This design comes from an exercise in tuning for small area, a short achievable clock period and few clock cycles on the open sky130 flow, not from production work. In this exercise RTL edits were held to simulation tests only and were not proved equivalent to the original. No activity file was given, so power comes from the tool's default toggle rates.

**flow/design.v**
```verilog
module s1desc_unit (
    input  wire        clk,
    input  wire        rst,
    input  wire        cmd_valid,
    output wire        cmd_ready,
    input  wire [7:0]  cmd_op,
    input  wire [63:0] cmd_a,
    input  wire [64:0] cmd_b,
    input  wire [63:0] cmd_c,
    input  wire [64:0] cmd_d,
    input  wire [2:0]  cmd_attrs,
    output wire        rsp_valid,
    output wire [3:0]  rsp_status,
    output wire [63:0] rsp_data,
    output wire        mem_req,
    output wire        mem_we,
    output wire [47:0] mem_addr,
    output wire [63:0] mem_wdata,
    input  wire        mem_gnt,
    input  wire [63:0] mem_rdata
);
    localparam [3:0] ST_OK              = 4'd0;
    localparam [3:0] E_OPERAND          = 4'd1;
    localparam [3:0] E_NOT_INIT         = 4'd2;
    localparam [3:0] E_SIZE_MISMATCH    = 4'd3;
    localparam [3:0] E_PHYS_OOB         = 4'd4;
    localparam [3:0] E_VIRT_OOB         = 4'd5;
    localparam [3:0] E_ALREADY_MAPPED   = 4'd6;
    localparam [3:0] E_INVALID          = 4'd7;
    localparam [3:0] E_ATTR_MEM         = 4'd8;
    localparam [3:0] E_ATTR_AP          = 4'd9;
    localparam [3:0] E_ALREADY_ENABLED  = 4'd10;
    localparam [3:0] E_REFUSED          = 4'd15;
    reg s_ini;       
    reg s_lk;        
    reg s_lkd;       
    reg s_mchk;      
    reg s_mr0;       
    reg s_fin;       
    reg s_mr1;       
    reg s_mw;        
    reg s_mr;        
    reg        rdy_q;
    reg        rv_q;
    reg [3:0]  rs_q;
    reg [47:30] rdh_q;           
    reg [15:0] rdl_q;            
    reg        rd53_q, rd54_q;   
    reg        initialized;
    reg        mmu_m;            
    reg        mreq_q;
    reg        mwe_q;
    reg        l2f_q;            
    reg [13:0] ap_q;             
    reg [13:0] pp_q;             
    reg        wpg_q, wxn_q, wndev_q, wro_q;
    reg        is_pa_q;          
    reg        lk_err_q;         
    reg        rdp_q;            
    reg [15:0] endp_q;           
    reg        vcur_q;           
    reg        vnx_q;            
    reg [6:0]  q_gtab, q_eqab;   
    reg [6:0]  q_gtcd;           
    reg [6:0]  q_eqcd;
    reg [24:0] q_sz;             
    reg        q_al_bad, q_b_over, q_d_over, q_d_pend, q_a_oob;
    assign cmd_ready  = rdy_q;
    assign rsp_valid  = rv_q;
    assign rsp_status = rs_q;
    assign rsp_data   = {9'h0, rd54_q, rd53_q, 5'h0, rdh_q, ap_q, rdl_q};
    assign mem_req   = mreq_q;
    assign mem_we    = mwe_q;
    assign mem_addr  = {27'h0, 1'b1, 2'b00, l2f_q, ap_q, 3'b000};
    assign mem_wdata = {9'h0, wpg_q, wxn_q, 5'h0, 18'h0, pp_q,
                        5'h0, wpg_q, wpg_q, wndev_q, wro_q, 2'b00,
                        2'b00, wndev_q, 2'b11};
    wire [7:0]  op    = cmd_op;
    wire        op_hi = |op[7:4];
    wire [15:0] opd;             
    genvar gi;
    generate
        for (gi = 0; gi < 16; gi = gi + 1) begin : g_opd
            assign opd[gi] = !op_hi && (op[3:0] == gi);
        end
    endgenerate
    wire a_lo_nz   = |cmd_a[15:0];
    wire a_oob     = |cmd_a[63:30];
    wire is_lkf    = opd[8] | opd[9] | opd[10];
    wire lk_err_op = (opd[8] | opd[10]) & a_lo_nz;
    wire init_go   = opd[6] & !initialized;
    wire busy_op   = opd[7] | is_lkf | init_go;
    function [6:0] dec_attrs;
        input [63:0] d;
        reg [3:0] st;
        reg [2:0] at;
        begin
            st = ST_OK;
            at = 3'b000;
            if (d[4:2] == 3'd0) at[0] = 1'b1;
            else if (d[4:2] != 3'd1) st = E_ATTR_MEM;
            if (d[7:6] == 2'b10) at[1] = 1'b1;
            else if (d[7:6] != 2'b00 && st == ST_OK) st = E_ATTR_AP;
            at[2] = d[53];
            dec_attrs = {st, at};
        end
    endfunction
    wire [6:0] da_a = dec_attrs(cmd_a);
    wire [6:0] da_m = dec_attrs(mem_rdata);
    reg [3:0] st_imm;
    always @(*) begin
        st_imm = ST_OK;
        if (op_hi) st_imm = E_REFUSED;
        if ((opd[0] | opd[1]) & a_lo_nz) st_imm = E_OPERAND;
        if (opd[4]) st_imm = da_a[6:3];
        if (opd[5] & a_oob) st_imm = E_VIRT_OOB;
        if (opd[12] & mmu_m) st_imm = E_ALREADY_ENABLED;
        if (is_lkf) st_imm = lk_err_op ? E_OPERAND : a_oob ? E_VIRT_OOB : ST_OK;
    end
    wire        sel_a47 = !(opd[2] | opd[4] | opd[11] | opd[13]);
    wire [31:0] rd_hi_imm = (cmd_a[47:16] & {32{sel_a47}})
                          | (opd[11] ? 32'h0000_0012 : 32'h0);
    reg [15:0] rd_lo_imm;
    always @(*) begin
        rd_lo_imm = cmd_a[15:0];     
        if (opd[0])
            rd_lo_imm = {5'h0, 1'b1, cmd_attrs[0] ? 2'b10 : 2'b11,
                         cmd_attrs[1] ? 2'b10 : 2'b00, 1'b0,
                         cmd_attrs[0] ? 3'd0 : 3'd1, 2'b11};
        if (opd[1]) rd_lo_imm = 16'h0003;
        if (opd[2]) rd_lo_imm = {15'h0, cmd_a[0]};
        if (opd[3] | opd[11]) rd_lo_imm = 16'h0;
        if (opd[4]) rd_lo_imm = {13'h0, da_a[2:0]};
        if (opd[13]) rd_lo_imm = {15'h0, mmu_m};
    end
    wire [55:0] pa_ = {8'h0, cmd_a[63:16]};
    wire [55:0] pb_ = {7'h0, cmd_b[64:16]};
    wire [55:0] pc_ = {8'h0, cmd_c[63:16]};
    wire [55:0] pd_ = {7'h0, cmd_d[64:16]};
    function [1:0] cmp8;
        input [7:0] x, y;
        reg gt, eq;
        integer k;
        begin
            gt = 1'b0;
            eq = 1'b1;
            for (k = 7; k >= 0; k = k - 1) begin
                gt = gt | (eq & x[k] & !y[k]);
                eq = eq & !(x[k] ^ y[k]);
            end
            cmp8 = {gt, eq};
        end
    endfunction
    reg [6:0] gtab, eqab, gtcd, eqcd;
    integer gk;
    always @(*) begin
        for (gk = 0; gk < 7; gk = gk + 1) begin
            {gtab[gk], eqab[gk]} = cmp8(pa_[gk*8 +: 8], pb_[gk*8 +: 8]);
            {gtcd[gk], eqcd[gk]} = cmp8(pc_[gk*8 +: 8], pd_[gk*8 +: 8]);
        end
    end
    wire [49:0] sa = pa_[49:0], sb = pb_[49:0], sc = pc_[49:0], sd = pd_[49:0];
    wire [49:0] s1 = sb ^ sc ^ ~sa;
    wire [49:0] k1 = {((sb & sc) | (sb & ~sa) | (sc & ~sa)), 1'b0};
    wire [49:0] s2 = s1 ^ k1 ^ ~sd;
    wire [49:0] k2 = {((s1 & k1) | (s1 & ~sd) | (k1 & ~sd)), 1'b0};
    wire [49:0] szt;
    assign szt[0] = !(s2[0] ^ k2[0]);
    assign szt[1] = (s2[1] ^ k2[1]) != (s2[0] | k2[0]);
    assign szt[49:2] = (s2[49:2] ^ k2[49:2]) ^ (s2[48:1] & k2[48:1]);
    wire [24:0] szp;
    genvar si;
    generate
        for (si = 0; si < 25; si = si + 1) begin : g_szp
            assign szp[si] = szt[2*si] & szt[2*si+1];
        end
    endgenerate
    function grp_gt;
        input [6:0] gt, eq;
        integer k;
        begin
            grp_gt = 1'b0;
            for (k = 0; k < 7; k = k + 1)
                grp_gt = gt[k] | (eq[k] & grp_gt);
        end
    endfunction
    wire c_bad1   = q_al_bad | q_b_over | grp_gt(q_gtab, q_eqab);
    wire c_bad2   = q_d_over | grp_gt(q_gtcd, q_eqcd);
    wire c_size   = !(&q_sz);
    wire c_a_eq_b = &q_eqab;
    reg [3:0] chk_st;
    reg       chk_fin;
    always @(*) begin
        chk_fin = 1'b1;
        if (c_bad1 | c_bad2)      chk_st = E_OPERAND;
        else if (!initialized)    chk_st = E_NOT_INIT;
        else if (c_size)          chk_st = E_SIZE_MISMATCH;
        else if (q_d_pend)        chk_st = E_PHYS_OOB;
        else if (c_a_eq_b)        chk_st = ST_OK;
        else if (q_a_oob)         chk_st = E_VIRT_OOB;
        else begin
            chk_st  = ST_OK;
            chk_fin = 1'b0;
        end
    end
    wire [14:0] vp1 = {1'b0, ap_q} + 15'd1;
    wire [14:0] vp2 = {1'b0, ap_q} + 15'd2;
    wire [13:0] apm = ap_q - 14'd1;
    wire        end1 = !endp_q[15] && (vp1 == endp_q[14:0]);  
    wire        end2 = !endp_q[15] && (vp2 == endp_q[14:0]);  
    wire        wrap1 = vp1[14];                              
    wire rd_bit = mem_rdata[0];
    wire acc = cmd_valid & rdy_q;
    always @(posedge clk) begin
        q_gtab <= gtab;
        q_eqab <= eqab;
        q_gtcd <= gtcd;
        q_eqcd <= eqcd;
        q_sz   <= szp;
        q_al_bad <= a_lo_nz | (|cmd_b[15:0]) | (|cmd_c[15:0]) | (|cmd_d[15:0]);
        q_b_over <= cmd_b[64] & (|cmd_b[63:16]);
        q_d_over <= cmd_d[64] & (|cmd_d[63:16]);
        q_d_pend <= (|cmd_d[64:31]) | (cmd_d[30] & (|cmd_d[29:16]));
        q_a_oob  <= a_oob;
        rdp_q <= mreq_q & !mwe_q & mem_gnt;
        if (s_lkd) begin
            rdh_q <= is_pa_q ? 18'h0 : mem_rdata[47:30];
            ap_q  <= is_pa_q ? 14'h0 : mem_rdata[29:16];
            rd54_q      <= 1'b0;
            rd53_q      <= 1'b0;
        end else begin
            rdh_q <= rd_hi_imm[31:14];
            rd54_q      <= opd[0];
            rd53_q      <= opd[0] & cmd_attrs[2];
        end
        if (s_lkd & is_pa_q)
            rdl_q[2:0] <= da_m[2:0];
        if (rdy_q) begin
            rs_q     <= st_imm;
            rdl_q    <= rd_lo_imm;
            is_pa_q  <= opd[10];
            lk_err_q <= lk_err_op | a_oob;
            ap_q     <= rd_hi_imm[13:0];
            endp_q   <= {|cmd_b[64:31], cmd_b[30:16]};
            l2f_q    <= 1'b0;
            pp_q     <= cmd_c[29:16];
            vnx_q    <= 1'b0;
            wpg_q    <= 1'b1;
            wxn_q    <= cmd_attrs[2];
            wndev_q  <= !cmd_attrs[0];
            wro_q    <= cmd_attrs[1];
        end
        if (rst) begin
            rdy_q  <= 1'b1;
            rv_q   <= 1'b0;
            mreq_q <= 1'b0;
            mwe_q  <= 1'b0;
            s_ini  <= 1'b0; s_lk  <= 1'b0; s_lkd <= 1'b0;
            s_mchk <= 1'b0; s_mr0 <= 1'b0; s_fin <= 1'b0;
            s_mr1  <= 1'b0; s_mw  <= 1'b0; s_mr  <= 1'b0;
            initialized <= 1'b0;
            mmu_m  <= 1'b0;
        end else begin
            rv_q   <= 1'b0;
            s_mchk <= 1'b0;
            s_lkd  <= 1'b0;
            if (acc) begin
                if (opd[12]) mmu_m <= 1'b1;
                if (opd[6])  initialized <= 1'b1;
                rdy_q  <= !busy_op;
                rv_q   <= !busy_op;
                mreq_q <= opd[7] | is_lkf;
                mwe_q  <= 1'b0;
                s_ini  <= init_go;
                s_lk   <= is_lkf;
                s_mchk <= opd[7];
            end
            if (s_ini) begin
                s_ini   <= 1'b0;
                s_mw    <= 1'b1;
                mreq_q  <= 1'b1;
                mwe_q   <= 1'b1;
                ap_q    <= 14'd0;
                endp_q  <= 16'd2;
                l2f_q   <= 1'b1;
                pp_q    <= 14'h10;
                vnx_q   <= 1'b0;
                wpg_q   <= 1'b0;
                wxn_q   <= 1'b0;
                wndev_q <= 1'b0;
                wro_q   <= 1'b0;
            end
            if (s_lk & mem_gnt) begin
                s_lk   <= 1'b0;
                s_lkd  <= 1'b1;
                mreq_q <= 1'b0;
            end
            if (s_lkd) begin
                rv_q  <= 1'b1;
                rdy_q <= 1'b1;
                if (!lk_err_q) begin
                    if (!rd_bit) rs_q <= E_INVALID;
                    else if (is_pa_q) rs_q <= da_m[6:3];
                    else rs_q <= ST_OK;
                end
            end
            if (s_mchk) begin
                rs_q <= chk_st;
                if (mem_gnt) begin
                    if (chk_fin) begin
                        mreq_q <= 1'b0;
                        rv_q   <= 1'b1;
                        rdy_q  <= 1'b1;
                    end else begin
                        s_mr1 <= 1'b1;
                    end
                    ap_q <= vp1[13:0];
                end else begin
                    s_mr0 <= 1'b1;
                    s_fin <= chk_fin;
                end
            end
            if (s_mr0 & mem_gnt) begin
                s_mr0 <= 1'b0;
                if (s_fin) begin
                    mreq_q <= 1'b0;
                    rv_q   <= 1'b1;
                    rdy_q  <= 1'b1;
                end else begin
                    s_mr1 <= 1'b1;
                end
                ap_q <= vp1[13:0];
            end
            if (s_mr1) begin
                if (rdp_q) vcur_q <= rd_bit;
                if (mem_gnt) begin
                    s_mr1 <= 1'b0;
                    if (rdp_q ? rd_bit : vcur_q) begin
                        mreq_q <= 1'b0;
                        rv_q   <= 1'b1;
                        rdy_q  <= 1'b1;
                        rs_q   <= E_ALREADY_MAPPED;
                    end else begin
                        s_mw  <= 1'b1;
                        mwe_q <= 1'b1;
                    end
                    ap_q <= apm;
                end
            end
            if (s_mr & mem_gnt) begin
                s_mr <= 1'b0;
                if (vcur_q) begin
                    mreq_q <= 1'b0;
                    rv_q   <= 1'b1;
                    rdy_q  <= 1'b1;
                    rs_q   <= E_ALREADY_MAPPED;
                end else begin
                    s_mw  <= 1'b1;
                    mwe_q <= 1'b1;
                end
                ap_q <= apm;
            end
            if (s_mw) begin
                if (rdp_q) vnx_q <= rd_bit;
                if (mem_gnt) begin
                    pp_q   <= pp_q + 14'd1;
                    vcur_q <= rdp_q ? rd_bit : vnx_q;
                    if (end1 | wrap1) begin
                        s_mw   <= 1'b0;
                        mreq_q <= 1'b0;
                        mwe_q  <= 1'b0;
                        rv_q   <= 1'b1;
                        rdy_q  <= 1'b1;
                        rs_q   <= end1 ? ST_OK : E_VIRT_OOB;
                    end else if (end2) begin
                        if (rdp_q ? rd_bit : vnx_q) begin
                            s_mw   <= 1'b0;
                            mreq_q <= 1'b0;
                            mwe_q  <= 1'b0;
                            rv_q   <= 1'b1;
                            rdy_q  <= 1'b1;
                            rs_q   <= E_ALREADY_MAPPED;
                        end
                        ap_q <= vp1[13:0];
                    end else begin
                        s_mw  <= 1'b0;
                        s_mr  <= 1'b1;
                        mwe_q <= 1'b0;
                        ap_q  <= vp2[13:0];
                    end
                end
            end
        end
    end
endmodule
```
**flow/flow/run.sh**
```bash
#!/bin/bash
# The standard layout (standard.sh, unchanged synthesis), with two
# changes to how it is built: repair_timing aims for 6.5 ns of setup slack
# against the unchanged 10 ns constraint, and the port buffers that
# buffer_ports inserts use the smallest buffer cell. The whole ORFS output
# goes to flow_standard.log; per-step logs stay under orfs/logs/.
set -euo pipefail
bash standard.sh SETUP_SLACK_MARGIN=6.5 "BUFFER_PORTS_ARGS=-buffer_cell sky130_fd_sc_hd__buf_1" finish > flow_standard.log 2>&1
```
**flow/standard.sh**
```bash
#!/bin/bash
# synth_recipe.tcl (not shown) runs the flow's synth.tcl, then flattens the netlist and writes it again
# the make line also repeats each setting of config.mk as NAME=value (left out here)
make -C /OpenROAD-flow-scripts/flow DESIGN_CONFIG=/design/flow/config.mk WORK_HOME=/design/flow/orfs CLKGATE_MAP_FILE= SYNTH_SCRIPT=/design/flow/synth_recipe.tcl "${@:-finish}"
```
**flow/config.mk**
```make
export PLATFORM = sky130hd
export DESIGN_NAME = s1desc_unit
export DESIGN_NICKNAME = s1desc_unit
export VERILOG_FILES = /design/flow/design.v
export SDC_FILE = /design/flow/constraint.sdc
export NUM_CORES = 4
export LEC_CHECK = 0
export CAP_MARGIN = 20
export CORE_MARGIN = 2
export CORE_UTILIZATION = 40
export CTS_BUF_LIST = sky130_fd_sc_hd__clkbuf_4 sky130_fd_sc_hd__clkbuf_8
export SLEW_MARGIN = 20
```
**flow/constraint.sdc**
```tcl
create_clock -name core_clock -period 10.0 [get_ports {clk}]
set_input_delay 2.0000 -clock core_clock [delete_from_list [all_inputs] [get_ports {clk}]]
set_output_delay 2.0000 -clock core_clock [all_outputs]
set_load 0.01 [all_outputs]
```
==> flow_summary.yaml, run 1 <==
outcome:
  status: "timing/DRC/antenna clean"
floorplanning:
  rows: 72
  core-area_mm2: 0.0386
  die-area_mm2: 0.0407
  die_w_um: 202
  io_pins: 521
  initial_core_util_pct: 40.5
  die_h_um: 202
grt:
  grt_overflow: 0
  antenna_found_initial: 5
  grt_usage_pct: 25.9
  grt_pass1_wl_mm: 81.0
  grt_max_degree: 40
  grt_pass1_vias: 14300
yosys:
  seq_area_frac_synth_pct: 22.3
  yosys.area_share.simple_pct: 16.7
  yosys_warnings: 1
  yosysTopAreaCell: "dfxtp_1"
  ys_seq_elements: 164
  synth_top_area_share_pct: 18.5
  async_flop_share_pct: 0
  synth_mux_area_share_pct: 2.11
  synth_top_family_by_area: "adder cells"
  syn_area_mm2: 0.0156
  synthDistinctLibCells: 89
  synth_compound_area_share_pct: 14.7
  netlist_instances: 1854
  synth_flop_cell: "dfxtp_1"
  synth_xor_area_share_pct: 7.19
  synth-edff-count: 20
  synthAdderAreaFrac_pct: 22.7
  ys_top_cells_by_area: "dfxtp_1 (18%), fa_1 (12%), ha_1 (9.2%), inv_1 (7.1%), buf_4 (5.5%)"
  avgSynthCellArea_um2: 8.43
setup_path:
  crit_path_start_kind: "input pin"
  arrival_ns: 3.95
  reg2reg_slack_ns: 6.53
  reg2reg_to: "ap_q[10]"
  worstSetupPathType: "input pin to register"
  reg2reg_from: "ap_q[11]"
  path_max_fanout: 7
  end_kind: "register"
  reg2reg_depth: 8
  cp.required_ns: 10.39
clock_tree:
  cts_root_buffer: "clkbuf_8"
  clk_path_buf_depth: 2
  insertion_delay_ns: 0.50
  cts_max_level: 4
  ctsHoldBuffers: 0
  clock_sinks: 164
  cts_tree: "built"
  cts_buffers: 17
  clkTransAtPathRegs_ns: 0.10
sta:
  period_needed_ns: 3.57
  hold_viol: 0
  skew_ns: 0.0200
  max_freq_mhz: 280
  setup_tns_ns: 0
  relSlewSlack_pct: 24.8
  rsz0062_at_grt: "true"
  fin_crit_sh_pct: 35.7
  setup_viol: 0
  worstMarginPinSlew_ns: 1.13
  slew_viol_final: 0
routing:
  viasPerCell: 5.27
  antenna_left: 0
  first_pass_iters: 5
  wl_per_cell_um: 19.5
  drc: 0
  routed_wl_mm: 53.8
  vias: 14600
  drt_iter0_markers: 1045
run:
  cap_violations: 0
layout:
  fill_cells: 3938
  final_cells: 2763
  final_nets: 2778
  layout-drive-gt1-share_pct: 9.32
  area_growth_pct: 16.8
hold_path:
  worstHoldEndpoint: "l2f_q"
  hp-class: "register to register"
  hold_depth: 2
  hold_start: "l2f_q"
power:
  combPwrFrac_pct: 37.2
  p_switching_mw: 0.771
  cellPowerDensity_mw_per_mm2: 114
  power_frac_seq_pct: 38.0
  p_int_mw: 1.32
  swShare_pct: 36.9
  clkPwrFrac_pct: 24.8
  irDropWorstVdd_uv: 83.7
  p_leak_nw: 8.05
place:
  hpwl_mm: 43.9
  portBuffers: 405
  place_inst: 2702
  finalWeightedCongestion: 0.976
cell families (layout without fill, tap and decap cells):
group	count (synthesis)	count (layout)
XOR/XNOR	125	125
AO/OA/AOI/OAI	327	327
flip-flops	164	164
buffers and inverters	470	771
multiplexers	32	32
AND/OR/NAND/NOR	504	504
other	2	92
adder cells (fa/ha/maj)	230	230
layout by cell type (no fill, tap or decap), types with 23 or more instances in the layout:
cell type / count
buf_1: 363
inv_1: 293
dfxtp_1: 135
nor2_1: 124
ha_1: 113
xnor2_1: 96
fa_1: 94
conb_1: 90
nand2_1: 88
o21ai_0: 60
a21oi_1: 52
nand3_1: 47
nor4_1: 41
nand4_1: 34
buf_4: 34
mux2i_1: 28
nor3_1: 27
xor2_1: 26
a22o_1: 25
clkbuf_2: 24
and3_1: 23
area by class of cell:
| cell class | count | area [um2] | share of cell area [%] |
|---|---|---|---|
| multi-input cells | 1308 | 10700 | 58.6 |
| flip-flops and latches | 164 | 3490 | 19.1 |
| repair buffers | 441 | 1880 | 10.3 |
| inverters | 298 | 1120 | 6.16 |
| well taps | 518 | 648 | 3.55 |
| clock buffers | 18 | 241 | 1.32 |
| clock inverters | 14 | 151 | 0.829 |
| diodes | 2 | 5.00 | 0.0274 |
how the worst max path moves through the flow:
stage	slack (ns)	start	cells after the start	end
after floorplan	6.11	cmd_op[5]	9	ap_q[7]
after global routing	6.37	cmd_a[7]	9	rs_q[0]
final	6.43	cmd_op[5]	9	ap_q[7]
after detailed placement	5.04	rst	6	pp_q[9]
after CTS	6.37	cmd_op[5]	9	ap_q[7]
after global placement	5.06	rst	6	pp_q[12]
worst max-delay path: stages:
cell	delay (ns)
buf_8	0.10
or4_4	0.56
o31a_4	0.38
a2bb2oi_4	0.16
o221ai_2	0.11
o21ai_1	0.10
a21oi_1	0.07
a2111o_1	0.36
o311a_1	0.11
cell usage after synthesis (all sizes together) (10+ instances only):
master  instances
a21oi          56
a31oi          10
o21ai          77
nand3          52
or3            10
and2           12
maj3           19
a22o           25
xor2           26
nor3b          13
inv           297
fa             96
edfxtp         20
a221o          17
dfxtp         144
nor2          131
buf           126
o211ai         12
nor4           56
ha            115
mux2i          28
clkbuf         46
nor3           35
a22oi          20
a32o           12
and3           26
nand2          92
xnor2          97
nand4          36
what timing repair did:
item | CTS | global route
endpoints found under the setup margin | 64 | 59
pin swaps | 19 | 30
resized for setup | 67 | 78
buffers inserted | 21 | 6
layer usage:
metal | routed length (um) | GRT usage [%]
met5 | 51 | 0
met4 | 1980 | 9.56
met3 | 3790 | 4.16
met2 | 26100 | 45.0
met1 | 21900 | 32.2
per-stage QoR:
step / setup slack, ns / power, mW / utilization, % / hold slack, ns / area, um2
finish: 6.43 / 2.09 / 47.3 / 0.458 / 18300
global route: 6.37 / 2.24 / 47.3 / 0.489 / 18300
CTS: 6.37 / 2.10 / 46.5 / 0.461 / 17900
detailed placement: 5.04 / 1.56 / 44.6 / 0.445 / 17200
global placement: 5.06 / 1.55 / 44.6 / 0.443 / 17200
floorplan: 6.11 / 1.35 / - / 0.431 / 16100
flip-flops by register name, indices dropped and copies added, names as in the netlist, 4 cells and up, named ones only:
register and cells:
q_gtcd 6, rdl_q 16, q_gtab 6, rdh_q 18
q_eqcd 6, endp_q 16, rs_q 4, q_eqab 7
ap_q 14, q_sz 25, pp_q 14
power groups by stage:
stage | Sequential, mW | Clock (mW) | Combinational, mW
final | 0.792 | 0.518 | 0.777
after global routing | 0.801 | 0.558 | 0.883
after CTS | 0.792 | 0.535 | 0.770
after detailed placement | 0.806 | 0 | 0.751
after global placement | 0.806 | 0 | 0.740
after floorplan | 0.787 | 0 | 0.563
Testbench counts, summed over its fixed seeds: cycles 27,274.
==> run 2: changes to the inputs <==
--- a/flow/design.v
+++ b/flow/design.v
@@ -57,7 +57,6 @@
     reg        is_pa_q;          
     reg        lk_err_q;         
     reg        rdp_q;            
-    reg [15:0] endp_q;           
     reg        vcur_q;           
     reg        vnx_q;            
     reg [6:0]  q_gtab, q_eqab;   
@@ -132,6 +131,7 @@
         if (opd[3] | opd[11]) rd_lo_imm = 16'h0;
         if (opd[4]) rd_lo_imm = {13'h0, da_a[2:0]};
         if (opd[13]) rd_lo_imm = {15'h0, mmu_m};
+        if (opd[7])  rd_lo_imm = {|cmd_b[64:31], cmd_b[30:16]};   
     end
     wire [55:0] pa_ = {8'h0, cmd_a[63:16]};
     wire [55:0] pb_ = {7'h0, cmd_b[64:16]};
@@ -206,8 +206,8 @@
     wire [14:0] vp1 = {1'b0, ap_q} + 15'd1;
     wire [14:0] vp2 = {1'b0, ap_q} + 15'd2;
     wire [13:0] apm = ap_q - 14'd1;
-    wire        end1 = !endp_q[15] && (vp1 == endp_q[14:0]);  
-    wire        end2 = !endp_q[15] && (vp2 == endp_q[14:0]);  
+    wire        end1 = !rdl_q[15] && (vp1 == rdl_q[14:0]);  
+    wire        end2 = !rdl_q[15] && (vp2 == rdl_q[14:0]);  
     wire        wrap1 = vp1[14];                              
     wire rd_bit = mem_rdata[0];
     wire acc = cmd_valid & rdy_q;
@@ -241,7 +241,6 @@
             is_pa_q  <= opd[10];
             lk_err_q <= lk_err_op | a_oob;
             ap_q     <= rd_hi_imm[13:0];
-            endp_q   <= {|cmd_b[64:31], cmd_b[30:16]};
             l2f_q    <= 1'b0;
             pp_q     <= cmd_c[29:16];
             vnx_q    <= 1'b0;
@@ -281,7 +280,7 @@
                 mreq_q  <= 1'b1;
                 mwe_q   <= 1'b1;
                 ap_q    <= 14'd0;
-                endp_q  <= 16'd2;
+                rdl_q   <= 16'd2;
                 l2f_q   <= 1'b1;
                 pp_q    <= 14'h10;
                 vnx_q   <= 1'b0;
--- a/flow/config.mk
+++ b/flow/config.mk
@@ -7,6 +7,7 @@
 export LEC_CHECK = 0
 export CAP_MARGIN = 20
 export CORE_MARGIN = 2
-export CORE_UTILIZATION = 40
+export CORE_UTILIZATION = 60
 export CTS_BUF_LIST = sky130_fd_sc_hd__clkbuf_4 sky130_fd_sc_hd__clkbuf_8
+export PLACE_DENSITY = 0.72
 export SLEW_MARGIN = 20
==> flow_summary.yaml, run 2 <==
outcome:
  status: "timing/DRC/antenna clean"
yosys:
  async_flop_share_pct: 0
  seq_area_frac_synth_pct: 19.6
  netlist_instances: 1866
  synthDistinctLibCells: 91
  yosysMostFrequentCell: "inv_1"
  synth-edff-count: 4
  yosys_warnings: 1
  ys_seq_elements: 148
  yosysTopAreaCell: "dfxtp_1"
  syn_area_mm2: 0.0153
  synthTopCellsByCount: "inv_1 (287), dfxtp_1 (144), nor2_1 (132), buf_4 (118), ha_1 (115)"
  synth_flop_cell: "dfxtp_1"
  synth_top_area_share_pct: 18.8
  avgSynthCellArea_um2: 8.21
  ys_top_cells_by_area: "dfxtp_1 (19%), fa_1 (13%), ha_1 (9.4%), inv_1 (7.0%), buf_4 (5.8%)"
sta:
  relSlewSlack_pct: 18.6
  slew_viol_final: 0
  max_freq_mhz: 274
  skew_ns: 0.0151
  rsz0062_at_grt: "true"
  fin_crit_sh_pct: 36.4
  worstMarginPinSlew_ns: 1.22
  hold_viol: 0
  setup_tns_ns: 0
  period_needed_ns: 3.64
  setup_viol: 0
grt:
  antenna_found_initial: 8
  grt_pass1_vias: 14300
  grt_usage_pct: 38.6
  grt_overflow: 0
  grt_max_degree: 54
  grt_pass1_wl_mm: 78.7
layout:
  top_regs: "q_sz (25), rdh_q (18), rdl_q (16)"
  area_growth_pct: 15.9
  layout_common_cells: "buf_1 (349), inv_1 (283), dfxtp_1 (135)"
  post-route-util_pct: 70.7
  top_register: "q_sz"
  layout-drive-gt1-share_pct: 10.5
  final_nets: 2791
  largest_register_ffs: 25
  final_common_cell: "buf_1"
  fill_cells: 2169
hold_path:
  hp-class: "register to register"
floorplanning:
  core-area_mm2: 0.0251
  die-area_mm2: 0.0268
  io_pins: 521
  initial_core_util_pct: 61.0
  rows: 58
  die_h_um: 164
  die_w_um: 164
clock_tree:
  clk_path_buf_depth: 2
  clkTransAtPathRegs_ns: 0.09
  insertion_delay_ns: 0.47
  clock_sinks: 148
  cts_max_level: 4
  cts_buffers: 17
  cts_root_buffer: "clkbuf_8"
  cts_tree: "built"
power:
  power_mw: 2.17
  irDropWorstVdd_uv: 112
  cellPowerDensity_mw_per_mm2: 122
  p_leak_nw: 7.74
routing:
  routed_wl_mm: 53.1
  viasPerCell: 5.92
  vias: 15400
  antenna_left: 0
  drt_iter0_markers: 1455
  drc: 0
  first_pass_iters: 6
  wl_per_cell_um: 20.5
setup_path:
  crit_path_start_kind: "input pin"
  path_max_fanout: 4
  end_kind: "register"
  cp.required_ns: 10.30
  worstSetupPathType: "input pin to register"
  arrival_ns: 3.94
place:
  hpwl_mm: 42.7
  finalWeightedCongestion: 0.990
  portBuffers: 405
run:
  cap_violations: 0
## run 2: cell count changes in the layout (fill, tap and decap cells not counted), sizes merged, moves of 9 or more
cell,change
nor3,+9
buf,-9
edfxtp,-16
a22oi,+11
a221oi,+13
clkbuf,+16
mux2i,-15
## run 2: worst paths after layout
path | cells after the start | slack (ns) | to | startpoint
setup / recovery | 8 | 6.36 | rdl_q[2] | cmd_op[4]
hold / removal | 1 | 0.48 | l2f_q | l2f_q
setup reg to reg | 11 | 6.54 | ap_q[1] | ap_q[0]
hold reg to reg | 1 | 0.48 | l2f_q | l2f_q
## run 2: per-layer routing
metal | track usage, % | wire (um)
met5 | 0 | 30
met4 | 20.5 | 2860
met3 | 8.84 | 5610
met2 | 61.3 | 24300
met1 | 48.9 | 20300
## run 2: repair_timing
action                     4_1_cts  5_1_grt
cloned                           0        1
resized for setup               52       89
pin swaps                       19       28
hold buffers                     0        0
hold endpoints to repair         0        0
buffers inserted                18       13
setup endpoints to repair       70       73
## run 2: cell families (layout without fill, tap and decap cells)
logic type      after synthesis  after routing  synth area share (%)
other cells                   2             96                0.0490
xor+xnor                    126            126                  7.20
simple gates                513            514                  17.4
fa+ha+maj                   231            231                  23.2
buf+inv                     468            769                  14.6
compound gates              360            360                  16.7
flops                       148            148                  19.6
mux                          18             18                  1.22
## run 2: cell type report
cell class                      count  area (um2)  area share (%)
Multi-Input combinational cell   1339       10800            61.0
Sequential cell                   148        3020            17.0
Clock buffer                       18         248            1.39
Timing Repair Buffer              448        1980            11.1
Clock inverter                     14         164           0.923
Inverter                          289        1090            6.12
Tap cell                          330         413            2.32
Antenna cell                        6        15.0          0.0845
## run 2: power by group
group          internal (mW)  leakage (nW)  switching, mW
registers              0.674          1.24         0.0788
clock network          0.235         0.212          0.262
logic                  0.400          6.29          0.524
## run 2: worst max-delay path, cell delays in order
cell and delay (ns):
buf_6 0.09, or4_4 0.56, or3_4 0.40, or2_4 0.29, a21o_1 0.19, a22oi_1 0.17
o211a_1 0.20, a311oi_2 0.04
## run 2: metrics by stage
stage / cells / setup WS (ns) / area (um2) / hold WS, ns
2_1_floorplan: 1954 / 6.11 / 15800 / 0.432
3_3_place_gp: 2522 / 5.12 / 16600 / 0.442
3_5_place_dp: 2522 / 5.11 / 16600 / 0.447
4_1_cts: 2572 / 6.37 / 17400 / 0.475
5_1_grt: 2590 / 6.33 / 17800 / 0.500
6_report: 2592 / 6.36 / 17800 / 0.476
Testbench counts of run 2, summed over its fixed seeds: cycles 27,274.
==> run 3: changes to the inputs <==
--- a/flow/config.mk
+++ b/flow/config.mk
@@ -7,7 +7,6 @@
 export LEC_CHECK = 0
 export CAP_MARGIN = 20
 export CORE_MARGIN = 2
-export CORE_UTILIZATION = 60
+export CORE_UTILIZATION = 40
 export CTS_BUF_LIST = sky130_fd_sc_hd__clkbuf_4 sky130_fd_sc_hd__clkbuf_8
-export PLACE_DENSITY = 0.72
 export SLEW_MARGIN = 20
==> flow_summary.yaml, run 3 <==
sta:
  setup_viol: 0
  relSlewSlack_pct: 41.6
  setup_tns_ns: 0
  max_freq_mhz: 280
  worstMarginPinSlew_ns: 0.870
  fin_crit_sh_pct: 35.7
  rsz0062_at_grt: "true"
  skew_ns: 0.0152
  slew_viol_final: 0
  fin_ws_ns: 6.43
  finalHoldWorstSlack_ns: 0.466
  hold_viol: 0
  period_needed_ns: 3.57
hold_path:
  hp-class: "register to register"
floorplanning:
  core-area_mm2: 0.0377
  rows: 71
  die-area_mm2: 0.0399
  io_pins: 521
  die_w_um: 200
  initial_core_util_pct: 40.7
  die_h_um: 200
yosys:
  synth_top_area_share_pct: 18.8
  ys_top_cells_by_area: "dfxtp_1 (19%), fa_1 (13%), ha_1 (9.4%), inv_1 (7.0%), buf_4 (5.8%)"
  synthTopCellsByCount: "inv_1 (287), dfxtp_1 (144), nor2_1 (132), buf_4 (118), ha_1 (115)"
  avgSynthCellArea_um2: 8.21
  synth-edff-count: 4
  yosysTopAreaCell: "dfxtp_1"
  yosysMostFrequentCell: "inv_1"
  syn_area_mm2: 0.0153
  synth_flop_cell: "dfxtp_1"
  ys_seq_elements: 148
  async_flop_share_pct: 0
  seq_area_frac_synth_pct: 19.6
  synthDistinctLibCells: 91
  netlist_instances: 1866
  yosys_warnings: 1
setup_path:
  reg2reg_slack_ns: 6.56
  cp.required_ns: 10.39
  worstSetupPathType: "input pin to register"
  arrival_ns: 3.96
  crit_path_start_kind: "input pin"
  end_kind: "register"
  path_max_fanout: 3
layout:
  fin_area_mm2: 0.0179
  post-route-util_pct: 47.5
  largest_register_ffs: 25
  layout_common_cells: "buf_1 (362), inv_1 (283), dfxtp_1 (134)"
  final_common_cell: "buf_1"
  top_regs: "q_sz (25), rdh_q (18), rdl_q (16)"
  top_register: "q_sz"
  layout-drive-gt1-share_pct: 9.79
  area_growth_pct: 16.9
  fill_cells: 3908
  final_nets: 2782
routing:
  drt_iter0_markers: 1108
  vias: 14800
  routed_wl_mm: 57.9
  wl_per_cell_um: 20.9
  viasPerCell: 5.36
  antenna_left: 0
  drc: 0
  first_pass_iters: 8
grt:
  antenna_found_initial: 7
  grt_pass1_vias: 14500
  grt_max_degree: 46
  grt_overflow: 0
  grt_pass1_wl_mm: 84.8
  grt_usage_pct: 28.5
place:
  place_ws_ns: 5.05
  portBuffers: 405
  dpl_cell_area_mm2: 0.0169
  finalWeightedCongestion: 1.01
  hpwl_mm: 47.7
power:
  p_leak_nw: 7.67
  cellPowerDensity_mw_per_mm2: 123
  irDropWorstVdd_uv: 76.8
clock_tree:
  clkTransAtPathRegs_ns: 0.08
  clk_path_buf_depth: 2
  cts_root_buffer: "clkbuf_8"
  cts_tree: "built"
  clock_sinks: 148
  cts_max_level: 4
  insertion_delay_ns: 0.49
  cts_buffers: 17
outcome:
  status: "timing/DRC/antenna clean"
run:
  cap_violations: 0
## run 3: cell counts after synthesis
Identical to the previous run, type by type.
## run 3: layer usage
metal	global-route usage [%]	vias up	share of wire (%)
met1	35.0	7071	40
li1	-	6990	-
met5	0	-	0.074
met4	12.4	6	4.2
met3	5.62	127	7.4
met2	48.4	620	48
## run 3: path summary, 6_finish.rpt
| check | startpoint | end | cells after the start |
|---|---|---|---|
| setup / recovery | cmd_op[6] | rdl_q[2] | 9 |
| hold / removal | l2f_q | l2f_q | 1 |
| setup reg to reg | ap_q[0] | ap_q[1] | 10 |
| hold reg to reg | l2f_q | l2f_q | 1 |
## run 3: timing repair
action / 4_1_cts / 5_1_grt
setup buffers: 18 / 4
setup endpoints to repair: 93 / 71
hold buffers: 0 / 0
pin swaps: 14 / 19
gates resized for setup: 53 / 75
## run 3: cell type report
class / instances / area, um2 / area share (%)
Multi-Input combinational cell: 1338 / 10900 / 60.7
Clock inverter: 12 / 151 / 0.845
Tap cell: 511 / 639 / 3.57
Timing Repair Buffer: 440 / 1850 / 10.3
Inverter: 289 / 1090 / 6.10
Sequential cell: 148 / 3020 / 16.9
Antenna cell: 6 / 15.0 / 0.0838
Clock buffer: 20 / 275 / 1.54
## run 3: critical path, stage by stage
cell and delay (ns):
buf_6 0.09, or4_4 0.53, or3_4 0.34, or2_4 0.26
nor2_4 0.10, a21o_1 0.11, a22oi_2 0.05, o211a_1 0.27
a311oi_2 0.20
## run 3: report_power, final
part           switching [mW]  internal, mW  leakage, nW  total, mW
sequential             0.0746         0.673         1.24      0.748
clock                   0.259         0.266        0.212      0.525
combinational           0.529         0.398         6.22      0.927
## run 3: logic make-up after synthesis
logic type	Yosys count	share of synthesized area, %
buffers and inverters	468	14.6
muxes	18	1.22
adders and majority gates	231	23.2
and+or+nand+nor	513	17.4
xor gates and xnor gates	126	7.20
other	2	0.0490
AOI/OAI and AO/OA	360	16.7
DFF	148	19.6
## run 3: through the flow
| step | instances | power (mW) |
|---|---|---|
| after floorplan | 1954 | 1.37 |
| after global placement | 2704 | 1.62 |
| after detailed placement | 2704 | 1.64 |
| after CTS | 2754 | 2.18 |
| after global routing | 2758 | 2.35 |
| final | 2764 | 2.20 |
==> run 4: changes to the inputs <==
--- a/flow/design.v
+++ b/flow/design.v
@@ -52,7 +52,6 @@
     reg        mwe_q;
     reg        l2f_q;            
     reg [13:0] ap_q;             
-    reg [13:0] pp_q;             
     reg        wpg_q, wxn_q, wndev_q, wro_q;
     reg        is_pa_q;          
     reg        lk_err_q;         
@@ -71,7 +70,7 @@
     assign mem_req   = mreq_q;
     assign mem_we    = mwe_q;
     assign mem_addr  = {27'h0, 1'b1, 2'b00, l2f_q, ap_q, 3'b000};
-    assign mem_wdata = {9'h0, wpg_q, wxn_q, 5'h0, 18'h0, pp_q,
+    assign mem_wdata = {9'h0, wpg_q, wxn_q, 5'h0, 18'h0, rdh_q[43:30],
                         5'h0, wpg_q, wpg_q, wndev_q, wro_q, 2'b00,
                         2'b00, wndev_q, 2'b11};
     wire [7:0]  op    = cmd_op;
@@ -83,6 +82,12 @@
             assign opd[gi] = !op_hi && (op[3:0] == gi);
         end
     endgenerate
+    wire [15:0] opl;
+    generate
+        for (gi = 0; gi < 16; gi = gi + 1) begin : g_opl
+            assign opl[gi] = (op[3:0] == gi);
+        end
+    endgenerate
     wire a_lo_nz   = |cmd_a[15:0];
     wire a_oob     = |cmd_a[63:30];
     wire is_lkf    = opd[8] | opd[9] | opd[10];
@@ -116,22 +121,22 @@
         if (opd[12] & mmu_m) st_imm = E_ALREADY_ENABLED;
         if (is_lkf) st_imm = lk_err_op ? E_OPERAND : a_oob ? E_VIRT_OOB : ST_OK;
     end
-    wire        sel_a47 = !(opd[2] | opd[4] | opd[11] | opd[13]);
+    wire        sel_a47 = !(opl[2] | opl[4] | opl[11] | opl[13]);
     wire [31:0] rd_hi_imm = (cmd_a[47:16] & {32{sel_a47}})
-                          | (opd[11] ? 32'h0000_0012 : 32'h0);
+                          | (opl[11] ? 32'h0000_0012 : 32'h0);
     reg [15:0] rd_lo_imm;
     always @(*) begin
         rd_lo_imm = cmd_a[15:0];     
-        if (opd[0])
+        if (opl[0])
             rd_lo_imm = {5'h0, 1'b1, cmd_attrs[0] ? 2'b10 : 2'b11,
                          cmd_attrs[1] ? 2'b10 : 2'b00, 1'b0,
                          cmd_attrs[0] ? 3'd0 : 3'd1, 2'b11};
-        if (opd[1]) rd_lo_imm = 16'h0003;
-        if (opd[2]) rd_lo_imm = {15'h0, cmd_a[0]};
-        if (opd[3] | opd[11]) rd_lo_imm = 16'h0;
-        if (opd[4]) rd_lo_imm = {13'h0, da_a[2:0]};
-        if (opd[13]) rd_lo_imm = {15'h0, mmu_m};
-        if (opd[7])  rd_lo_imm = {|cmd_b[64:31], cmd_b[30:16]};   
+        if (opl[1]) rd_lo_imm = 16'h0003;
+        if (opl[2]) rd_lo_imm = {15'h0, cmd_a[0]};
+        if (opl[3] | opl[11]) rd_lo_imm = 16'h0;
+        if (opl[4]) rd_lo_imm = {13'h0, da_a[2:0]};
+        if (opl[13]) rd_lo_imm = {15'h0, mmu_m};
+        if (opl[7])  rd_lo_imm = {|cmd_b[64:31], cmd_b[30:16]};   
     end
     wire [55:0] pa_ = {8'h0, cmd_a[63:16]};
     wire [55:0] pb_ = {7'h0, cmd_b[64:16]};
@@ -139,16 +144,16 @@
     wire [55:0] pd_ = {7'h0, cmd_d[64:16]};
     function [1:0] cmp8;
         input [7:0] x, y;
-        reg gt, eq;
+        reg gt, lt;
         integer k;
         begin
             gt = 1'b0;
-            eq = 1'b1;
+            lt = 1'b0;
             for (k = 7; k >= 0; k = k - 1) begin
-                gt = gt | (eq & x[k] & !y[k]);
-                eq = eq & !(x[k] ^ y[k]);
+                gt = gt | (!lt & x[k] & !y[k]);
+                lt = lt | (!gt & !x[k] & y[k]);
             end
-            cmp8 = {gt, eq};
+            cmp8 = {gt, !gt & !lt};
         end
     endfunction
     reg [6:0] gtab, eqab, gtcd, eqcd;
@@ -229,20 +234,19 @@
             rd54_q      <= 1'b0;
             rd53_q      <= 1'b0;
         end else begin
-            rdh_q <= rd_hi_imm[31:14];
-            rd54_q      <= opd[0];
-            rd53_q      <= opd[0] & cmd_attrs[2];
+            rd54_q      <= opl[0];
+            rd53_q      <= opl[0] & cmd_attrs[2];
         end
         if (s_lkd & is_pa_q)
             rdl_q[2:0] <= da_m[2:0];
         if (rdy_q) begin
             rs_q     <= st_imm;
             rdl_q    <= rd_lo_imm;
-            is_pa_q  <= opd[10];
+            is_pa_q  <= opl[10];
             lk_err_q <= lk_err_op | a_oob;
             ap_q     <= rd_hi_imm[13:0];
             l2f_q    <= 1'b0;
-            pp_q     <= cmd_c[29:16];
+            rdh_q    <= {rd_hi_imm[31:28], opl[7] ? cmd_c[29:16] : rd_hi_imm[27:14]};
             vnx_q    <= 1'b0;
             wpg_q    <= 1'b1;
             wxn_q    <= cmd_attrs[2];
@@ -282,7 +286,7 @@
                 ap_q    <= 14'd0;
                 rdl_q   <= 16'd2;
                 l2f_q   <= 1'b1;
-                pp_q    <= 14'h10;
+                rdh_q[43:30] <= 14'h10;
                 vnx_q   <= 1'b0;
                 wpg_q   <= 1'b0;
                 wxn_q   <= 1'b0;
@@ -362,7 +366,7 @@
             if (s_mw) begin
                 if (rdp_q) vnx_q <= rd_bit;
                 if (mem_gnt) begin
-                    pp_q   <= pp_q + 14'd1;
+                    rdh_q[43:30] <= rdh_q[43:30] + 14'd1;
                     vcur_q <= rdp_q ? rd_bit : vnx_q;
                     if (end1 | wrap1) begin
                         s_mw   <= 1'b0;
==> flow/flow/run.sh (replaced) <==
#!/bin/bash
# The standard layout (standard.sh, unchanged synthesis), with two
# changes to how it is built: repair_timing aims for 6.8 ns of setup slack
# against the unchanged 10 ns constraint, and the port buffers that
# buffer_ports inserts use the smallest buffer cell. The whole ORFS output
# goes to flow_standard.log; per-step logs stay under orfs/logs/.
set -euo pipefail
bash standard.sh SETUP_SLACK_MARGIN=6.8 "BUFFER_PORTS_ARGS=-buffer_cell sky130_fd_sc_hd__buf_1" finish > flow_standard.log 2>&1
==> flow_summary.yaml, run 4 <==
clock_tree:
  ctsHoldBuffers: 0
  cts_buffers: 17
  clock_sinks: 134
  cts_max_level: 4
  clkTransAtPathRegs_ns: 0.10
  cts_root_buffer: "clkbuf_8"
  clk_path_buf_depth: 2
  insertion_delay_ns: 0.49
  cts_tree: "built"
yosys:
  avgSynthCellArea_um2: 7.98
  synthDistinctLibCells: 85
  ys_top_cells_by_area: "dfxtp_1 (17%), fa_1 (13%), inv_1 (6.7%), buf_4 (6.6%), xnor2_1 (4.9%)"
  seq_area_frac_synth_pct: 18.7
  yosysTopAreaCell: "dfxtp_1"
  async_flop_share_pct: 0
  yosys_warnings: 1
  ys_seq_elements: 134
  synth_flop_cell: "dfxtp_1"
  syn_area_mm2: 0.0148
  synth_top_area_share_pct: 17.0
  synthTopCellsByCount: "inv_1 (263), nor2_1 (156), buf_4 (130), dfxtp_1 (126), o21ai_0 (97)"
  netlist_instances: 1855
  synth-edff-count: 8
  yosysMostFrequentCell: "inv_1"
sta:
  hold_viol: 0
  period_needed_ns: 3.42
  rsz0062_at_grt: "true"
  fin_crit_sh_pct: 34.2
  max_freq_mhz: 293
  slew_viol_final: 0
  setup_viol: 0
  finalHoldWorstSlack_ns: 0.456
  worstMarginPinSlew_ns: 0.897
  relSlewSlack_pct: 39.7
  setup_tns_ns: 0
  skew_ns: 0.0189
layout:
  layout_common_cells: "buf_1 (251), inv_1 (156), nor2_1 (147)"
  largest_register_ffs: 25
  final_nets: 2795
  register_area_mm2: 0.00282
  multiInputGateArea_mm2: 0.0114
  fill_cells: 3414
  final_common_cell: "buf_1"
  top_regs: "q_sz (25), rdh_q (18), rdl_q (16)"
  layout-drive-gt1-share_pct: 26.3
  top_register: "q_sz"
  area_growth_pct: 35.1
  final_cells: 2792
  post-route-util_pct: 54.8
routing:
  viasPerCell: 5.60
  antenna_left: 0
  wl_per_cell_um: 21.9
  first_pass_iters: 8
  vias: 15600
  routed_wl_mm: 61.2
  drc: 0
  drt_iter0_markers: 1287
setup_path:
  reg2reg_depth: 12
  critPathMaxStageDelay_ns: 0.78
  worstSetupPathType: "input pin to register"
  crit_cells: 5
  crit_buf_inv: 1
  end_kind: "register"
  cp_slowest_cell: "nor4_1"
  path_cells: "buf_1, nor4_1, o21ai_0, a221oi_4, a31oi_1"
  cp.required_ns: 10.37
  path_max_fanout: 3
  cp_top_family: "compound AO/OA/AOI/OAI gates"
  crit_path_start_kind: "input pin"
  arrival_ns: 3.79
grt:
  antenna_found_initial: 6
  grt_pass1_wl_mm: 88.4
  grt_max_degree: 43
  grt_pass1_vias: 14800
  grt_usage_pct: 30.4
  grt_overflow: 0
place:
  place_inst: 2633
  portBuffers: 405
  hpwl_mm: 46.9
  finalWeightedCongestion: 0.954
power:
  irDropWorstVdd_uv: 68.0
  cellPowerDensity_mw_per_mm2: 122
  p_leak_nw: 8.34
floorplanning:
  rows: 70
  io_pins: 521
  die_w_um: 196
  core-area_mm2: 0.0365
  die-area_mm2: 0.0386
  die_h_um: 196
  initial_core_util_pct: 40.6
hold_path:
  hold_depth: 2
  hp-class: "register to register"
run:
  cap_violations: 0
outcome:
  status: "timing/DRC/antenna clean"
-- run 4: cell types whose count changed in the layout (fill, tap and decap cells not counted), sizes merged, moves of 14 or more --
cell    delta
xor2      +24
inv       -18
maj3      +18
nor2      +28
a21oi     +16
dfxtp     -18
ha        -60
o21ai     +14
buf      +109
a221oi    +23
clkbuf    -20
-- run 4: through the flow --
step / cell area [um2] / total power, mW / setup WS (ns)
5_1_grt: 20000 / 2.59 / 6.55
6_report: 20000 / 2.44 / 6.58
3_3_place_gp: 16300 / 1.61 / 5.33
2_1_floorplan: 15400 / 1.37 / 6.40
3_5_place_dp: 16300 / 1.63 / 5.27
4_1_cts: 18800 / 2.29 / 6.62
-- run 4: final cells by class --
class	instances	share of cell area, %
diodes	4	0.0500
clock buffers	17	1.17
clock inverters	15	0.913
inverters	263	5.31
multi-input cells	1355	57.0
flip-flops and latches	134	14.1
well taps	468	2.93
repair buffers	536	18.5
-- run 4: worst paths after layout --
check / start / endpoint / slack (ns)
worst min-delay path: l2f_q / l2f_q / 0.46
worst max-delay path: cmd_op[7] / rv_q / 6.58
worst max register to register: ap_q[0] / ap_q[4] / 6.81
worst min register to register: l2f_q / l2f_q / 0.46
-- run 4: worst register-to-register path: stages (launching register included) --
cell and delay [ns]:
edfxtp_1 0.43, buf_8 0.16, buf_4 0.18, and4b_1 0.20, or4_1 0.46, nand3_1 0.12
or4_4 0.17, nor4_4 0.05, buf_4 0.18, buf_4 0.18, or4b_2 0.62, o2bb2a_1 0.32
nand3_2 0.08
-- run 4: layer usage --
| layer | up-vias | GRT usage [%] | part of all wire, % |
|---|---|---|---|
| met1 | 7507 | 36.8 | 39 |
| met4 | 4 | 12.9 | 5.2 |
| met5 | - | 0 | 0.039 |
| met2 | 771 | 52.5 | 48 |
| li1 | 7172 | - | - |
| met3 | 175 | 5.90 | 7.8 |
-- run 4: cells by family after synthesis --
group / share of synthesized area, %
AO/OA/AOI/OAI: 18.7
XOR/XNOR: 8.16
adder cells (fa/ha/maj): 20.2
buffers and inverters: 15.2
flip-flops: 18.7
multiplexers: 1.15
other: 0.0507
AND/OR/NAND/NOR: 17.9
-- run 4: timing repair --
action / in CTS / in global routing
setup endpoints to repair: 119 / 90
buffers inserted: 62 / 49
pin swaps: 152 / 162
gates resized for setup: 526 / 218
gates cloned: 9 / 3
-- run 4: power breakdown --
group          internal (mW)  total, mW  switching (mW)
registers              0.628      0.708          0.0809
clock network          0.233      0.500           0.268
logic                  0.597       1.23           0.636
total                   1.46       2.44           0.985
Testbench counts of run 4, summed over its fixed seeds: cycles 27,274.
==> run 5: changes to the inputs <==
--- a/flow/config.mk
+++ b/flow/config.mk
@@ -10,3 +10,4 @@
 export CORE_UTILIZATION = 40
 export CTS_BUF_LIST = sky130_fd_sc_hd__clkbuf_4 sky130_fd_sc_hd__clkbuf_8
 export SLEW_MARGIN = 20
+export TNS_END_PERCENT = 5
==> flow_summary.yaml, run 5 <==
routing:
  drt_iter0_markers: 1146
  first_pass_iters: 6
  wl_per_cell_um: 21.6
  routed_wl_mm: 58.4
  antenna_left: 0
  drc: 0
  viasPerCell: 5.57
  vias: 15100
clock_tree:
  insertion_delay_ns: 0.49
  clk_path_buf_depth: 2
  cts_root_buffer: "clkbuf_8"
  cts_max_level: 4
  clock_sinks: 134
  cts_tree: "built"
  clkTransAtPathRegs_ns: 0.11
  cts_buffers: 17
sta:
  fin_crit_sh_pct: 35.2
  skew_ns: 0.0305
  rsz0062_at_grt: "true"
  worstMarginPinSlew_ns: 1.08
  setup_viol: 0
  relSlewSlack_pct: 28.2
  period_needed_ns: 3.52
  hold_viol: 0
  finalHoldWorstSlack_ns: 0.472
  max_freq_mhz: 284
  slew_viol_final: 0
  setup_tns_ns: 0
grt:
  grt_overflow: 0
  antenna_found_initial: 6
  grt_pass1_vias: 14400
  grt_pass1_wl_mm: 85.6
  grt_max_degree: 62
  grt_usage_pct: 29.4
layout:
  layout-drive-gt1-share_pct: 11.1
  final_common_cell: "buf_1"
  top_regs: "q_sz (25), rdh_q (18), rdl_q (16)"
  area_growth_pct: 18.8
  layout_common_cells: "buf_1 (324), inv_1 (257), nor2_1 (151)"
  final_nets: 2713
  top_register: "q_sz"
  largest_register_ffs: 25
  post-route-util_pct: 48.2
  fin_area_mm2: 0.0176
yosys:
  ys_seq_elements: 134
  synth-edff-count: 8
  synth_top_area_share_pct: 17.0
  yosys_warnings: 1
  synthDistinctLibCells: 85
  ys_top_cells_by_area: "dfxtp_1 (17%), fa_1 (13%), inv_1 (6.7%), buf_4 (6.6%), xnor2_1 (4.9%)"
  yosysTopAreaCell: "dfxtp_1"
  synthTopCellsByCount: "inv_1 (263), nor2_1 (156), buf_4 (130), dfxtp_1 (126), o21ai_0 (97)"
  async_flop_share_pct: 0
  netlist_instances: 1855
  yosysMostFrequentCell: "inv_1"
  seq_area_frac_synth_pct: 18.7
  synth_flop_cell: "dfxtp_1"
  avgSynthCellArea_um2: 7.98
  syn_area_mm2: 0.0148
floorplanning:
  rows: 70
  die_w_um: 196
  die-area_mm2: 0.0386
  core-area_mm2: 0.0365
  io_pins: 521
  die_h_um: 196
  initial_core_util_pct: 40.6
power:
  irDropWorstVdd_uv: 74.1
  cellPowerDensity_mw_per_mm2: 124
  p_leak_nw: 7.37
place:
  hpwl_mm: 47.5
  dpl_cell_area_mm2: 0.0162
  finalWeightedCongestion: 0.968
  portBuffers: 405
setup_path:
  cp.required_ns: 10.39
  worstSetupPathType: "input pin to register"
  path_max_fanout: 4
  crit_path_start_kind: "input pin"
  end_kind: "register"
  reg2reg_depth: 10
  arrival_ns: 3.91
hold_path:
  hold_depth: 2
  hp-class: "register to register"
run:
  cap_violations: 0
outcome:
  status: "timing/DRC/antenna clean"
run 5: through the flow:
stage	power, mW	instances	worst slack (ns)
after floorplan	1.37	1943	6.40
after global placement	1.62	2636	4.93
after detailed placement	1.63	2636	4.88
after CTS	2.18	2699	6.59
after global routing	2.33	2707	6.40
final	2.18	2708	6.48
run 5: power breakdown:
part	total, mW	leakage [nW]	switching (mW)	internal, mW
registers	0.706	1.13	0.0809	0.625
clock network	0.510	0.218	0.258	0.253
logic	0.965	6.02	0.552	0.413
run 5: final cells by class:
class / instances / area, um2
Sequential cell: 134 / 2780
Multi-Input combinational cell: 1352 / 10600
Fill cell: 3678 / 18900
Clock buffer: 17 / 234
Antenna cell: 2 / 5.00
Clock inverter: 15 / 191
Inverter: 263 / 987
Timing Repair Buffer: 457 / 2220
Tap cell: 468 / 586
run 5: per-layer routing:
| layer | global-route usage, % | wire length [um] | vias up |
|---|---|---|---|
| li1 | - | - | 6996 |
| met2 | 50.7 | 28300 | 724 |
| met5 | 0 | 36 | - |
| met1 | 36.0 | 22800 | 7234 |
| met4 | 11.6 | 2500 | 6 |
| met3 | 5.65 | 4770 | 134 |
run 5: worst paths after layout:
kind                               start       end  slack [ns]
worst max-delay path            cmd_a[3]   rs_q[0]        6.48
worst min-delay path               l2f_q     l2f_q        0.47
worst max register to register   ap_q[1]  ap_q[11]        6.77
worst min register to register     l2f_q     l2f_q        0.47
run 5: cells by family after synthesis:
logic type / Yosys count / synth area share (%)
compound gates: 402 / 18.7
xor+xnor: 138 / 8.16
fa+ha+maj: 189 / 20.2
buf+inv: 460 / 15.2
flops: 134 / 18.7
mux: 17 / 1.15
other cells: 2 / 0.0507
simple gates: 513 / 17.9
run 5: repair_timing:
item / CTS / global route
hold buffers: 0 / 0
buffers inserted: 26 / 6
cloned: 5 / 1
setup endpoints to repair: 124 / 129
resized for setup: 158 / 61
pin swaps: 34 / 16
run 5: worst max-delay path: stages:
cell	delay (ns)
buf_1	0.14
nor3_2	0.31
nand4_1	0.23
nor4_4	0.25
buf_4	0.19
o41ai_4	0.07
a221oi_2	0.37
nor2_1	0.09
nor3_1	0.17
o31ai_1	0.08
==> run 6: changes to the inputs <==
==> flow/flow/run.sh (replaced) <==
#!/bin/bash
# The standard layout (standard.sh, unchanged synthesis), with two
# changes to how it is built: repair_timing aims for 6.3 ns of setup slack
# against the unchanged 10 ns constraint, and the port buffers that
# buffer_ports inserts use the smallest buffer cell. The whole ORFS output
# goes to flow_standard.log; per-step logs stay under orfs/logs/.
set -euo pipefail
bash standard.sh SETUP_SLACK_MARGIN=6.3 "BUFFER_PORTS_ARGS=-buffer_cell sky130_fd_sc_hd__buf_1" finish > flow_standard.log 2>&1
--- a/flow/config.mk
+++ b/flow/config.mk
@@ -10,4 +10,3 @@
 export CORE_UTILIZATION = 40
 export CTS_BUF_LIST = sky130_fd_sc_hd__clkbuf_4 sky130_fd_sc_hd__clkbuf_8
 export SLEW_MARGIN = 20
-export TNS_END_PERCENT = 5
==> flow_summary.yaml, run 6 <==
floorplanning:
  die-area_mm2: 0.0386
  io_pins: 521
  die_h_um: 196
  initial_core_util_pct: 40.6
  core-area_mm2: 0.0365
  rows: 70
  die_w_um: 196
yosys:
  synthTopCellsByCount: "inv_1 (263), nor2_1 (156), buf_4 (130), dfxtp_1 (126), o21ai_0 (97)"
  ys_top_cells_by_area: "dfxtp_1 (17%), fa_1 (13%), inv_1 (6.7%), buf_4 (6.6%), xnor2_1 (4.9%)"
  yosysMostFrequentCell: "inv_1"
  synthDistinctLibCells: 85
  yosys_warnings: 1
  synth_top_area_share_pct: 17.0
  synth-edff-count: 8
  yosysTopAreaCell: "dfxtp_1"
  netlist_instances: 1855
  avgSynthCellArea_um2: 7.98
  seq_area_frac_synth_pct: 18.7
  ys_seq_elements: 134
  syn_area_mm2: 0.0148
  synth_flop_cell: "dfxtp_1"
  async_flop_share_pct: 0
grt:
  grt_usage_pct: 28.7
  grt_max_degree: 64
  grt_overflow: 0
  grt_pass1_vias: 14300
  grt_pass1_wl_mm: 83.9
  antenna_found_initial: 5
power:
  cellPowerDensity_mw_per_mm2: 125
  p_leak_nw: 6.83
  irDropWorstVdd_uv: 70.7
setup_path:
  path_max_fanout: 5
  cpMostUsedCell: "o21ai_0"
  cp.required_ns: 10.29
  cp_slowest_cell: "o21ai_0"
  cp_top_family: "compound AO/OA/AOI/OAI gates"
  crit_path_start_kind: "input pin"
  crit_buf_inv: 2
  path_cells: "buf_1, inv_1, o21ai_0, a22oi_1, o21ai_0, o21ai_0, o21ai_0"
  arrival_ns: 3.97
  end_kind: "register"
  worstSetupPathType: "input pin to register"
  critPathMaxStageDelay_ns: 0.60
layout:
  fill_cells: 3756
  top_register: "q_sz"
  largest_register_ffs: 25
  final_nets: 2680
  layout_common_cells: "buf_1 (399), inv_1 (263), nor2_1 (151)"
  layout-drive-gt1-share_pct: 4.90
  top_regs: "q_sz (25), rdh_q (18), rdl_q (16)"
  final_common_cell: "buf_1"
  area_growth_pct: 13.1
sta:
  max_freq_mhz: 272
  fin_ws_ns: 6.32
  hold_viol: 0
  rsz0062_at_grt: "false"
  fin_crit_sh_pct: 36.8
  period_needed_ns: 3.68
  slew_viol_final: 0
  setup_tns_ns: 0
  setup_viol: 0
  skew_ns: 0.0213
  worstMarginPinSlew_ns: 1.19
  relSlewSlack_pct: 19.9
routing:
  viasPerCell: 5.51
  first_pass_iters: 6
  antenna_left: 0
  drc: 0
  routed_wl_mm: 56.1
  wl_per_cell_um: 21.0
  drt_iter0_markers: 1130
  vias: 14700
clock_tree:
  clk_path_buf_depth: 2
  clock_sinks: 134
  cts_buffers: 17
  cts_tree: "built"
  cts_root_buffer: "clkbuf_8"
  insertion_delay_ns: 0.48
  cts_max_level: 4
  clkTransAtPathRegs_ns: 0.08
  ctsHoldBuffers: 0
hold_path:
  hp-class: "register to register"
outcome:
  status: "timing/DRC/antenna clean"
place:
  finalWeightedCongestion: 0.962
  hpwl_mm: 47.2
  place_ws_ns: 5.21
  portBuffers: 405
run:
  cap_violations: 0
## run 6: tightest hold or removal path: stages (launching register included)
cell and delay [ns]:
dfxtp_1 0.32, inv_1 0.05, o21ai_0 0.06
## run 6: cell families after synthesis
| group | Yosys count | synth area share (%) |
|---|---|---|
| compound gates | 402 | 18.7 |
| fa+ha+maj | 189 | 20.2 |
| other cells | 2 | 0.0507 |
| xor+xnor | 138 | 8.16 |
| buf+inv | 460 | 15.2 |
| simple gates | 513 | 17.9 |
| mux | 17 | 1.15 |
| flops | 134 | 18.7 |
## run 6: report_power, final
group / internal, mW / total, mW / switching, mW
registers: 0.625 / 0.712 / 0.0875
logic: 0.386 / 0.907 / 0.521
clock network: 0.226 / 0.476 / 0.250
## run 6: metal layers
layer / wire [um] / GRT usage (%) / vias to the layer above / part of all wire (%)
li1: - / - / 6939 / -
met1: 22600 / 34.7 / 7099 / 40
met2: 27600 / 50.8 / 601 / 49
met3: 4110 / 5.73 / 95 / 7.3
met4: 1750 / 9.62 / 6 / 3.1
met5: 35 / 0 / - / 0.062
## run 6: worst paths after layout
kind,start,endpoint,slack [ns],depth (start not counted)
worst max-delay path,cmd_a[53],q_gtab[4],6.32,7
worst min-delay path,l2f_q,l2f_q,0.46,2
worst max register to register,ap_q[9],ap_q[0],6.50,8
worst min register to register,l2f_q,l2f_q,0.46,2
## run 6: metrics by stage
step | std cells | utilization, % | total power, mW | hold WS [ns] | cell area (um2)
global placement | 2632 | 44.1 | 1.60 | 0.454 | 16100
finish | 2676 | 45.9 | 2.09 | 0.462 | 16800
floorplan | 1943 | - | 1.36 | 0.431 | 15100
detailed placement | 2632 | 44.1 | 1.62 | 0.460 | 16100
CTS | 2671 | 45.6 | 2.10 | 0.473 | 16600
global route | 2674 | 45.9 | 2.25 | 0.491 | 16700
## run 6: what timing repair did
item	in CTS	in global routing
setup endpoints to repair	42	28
resized for setup	26	27
setup buffers	7	2
pin swaps	5	7
## run 6: area by class of cell
cell class,count,area (um2),share of cell area (%)
antenna,3,7.51,0.0448
clock buffer,17,234,1.40
clock inverter,15,168,1.00
inverter,263,987,5.89
multi-input combinational,1349,10300,61.3
sequential,134,2770,16.5
tap,468,586,3.49
timing repair buffer,427,1730,10.3

what the ideal ports hide:
Ports are ideal in the flow. The routed layouts listed here were re-timed in OpenROAD. Step 1 sets driving cells, clkbuf_16 on the clock port and buf_2 on the other inputs (assumed; they add their load-dependent delay and slew). Step 2, shift: input delay + t, output delay - t, t = (earliest + latest rising clock arrival at the registers) / 2. This alone moves slack from input paths to output paths. a / b / c = ideal ports / drivers / drivers and shift; a / b = the first two.
run	t (ns)	slack for setup (ns)	slew at the worst register clock pin (ns)	worst data-port slew with drivers (ns)
run 1	0.533	6.431 / 6.435 / 5.902	0.11 / 0.11	0.11
run 2	0.520	6.355 / 6.348 / 5.828	0.10 / 0.10	0.10
run 3	0.534	6.432 / 6.448 / 5.913	0.10 / 0.10	0.10
run 4	0.530	6.583 / 6.593 / 6.064	0.10 / 0.10	0.11
run 5	0.526	6.477 / 6.464 / 5.938	0.11 / 0.11	0.10
run 6	0.516	6.324 / 6.346 / 5.831	0.10 / 0.10	0.10
After both steps every run listed still meets setup and hold. The setup slack of run 5, which loses most, moves by -0.013 ns with the drivers and by -0.539 ns with both steps.
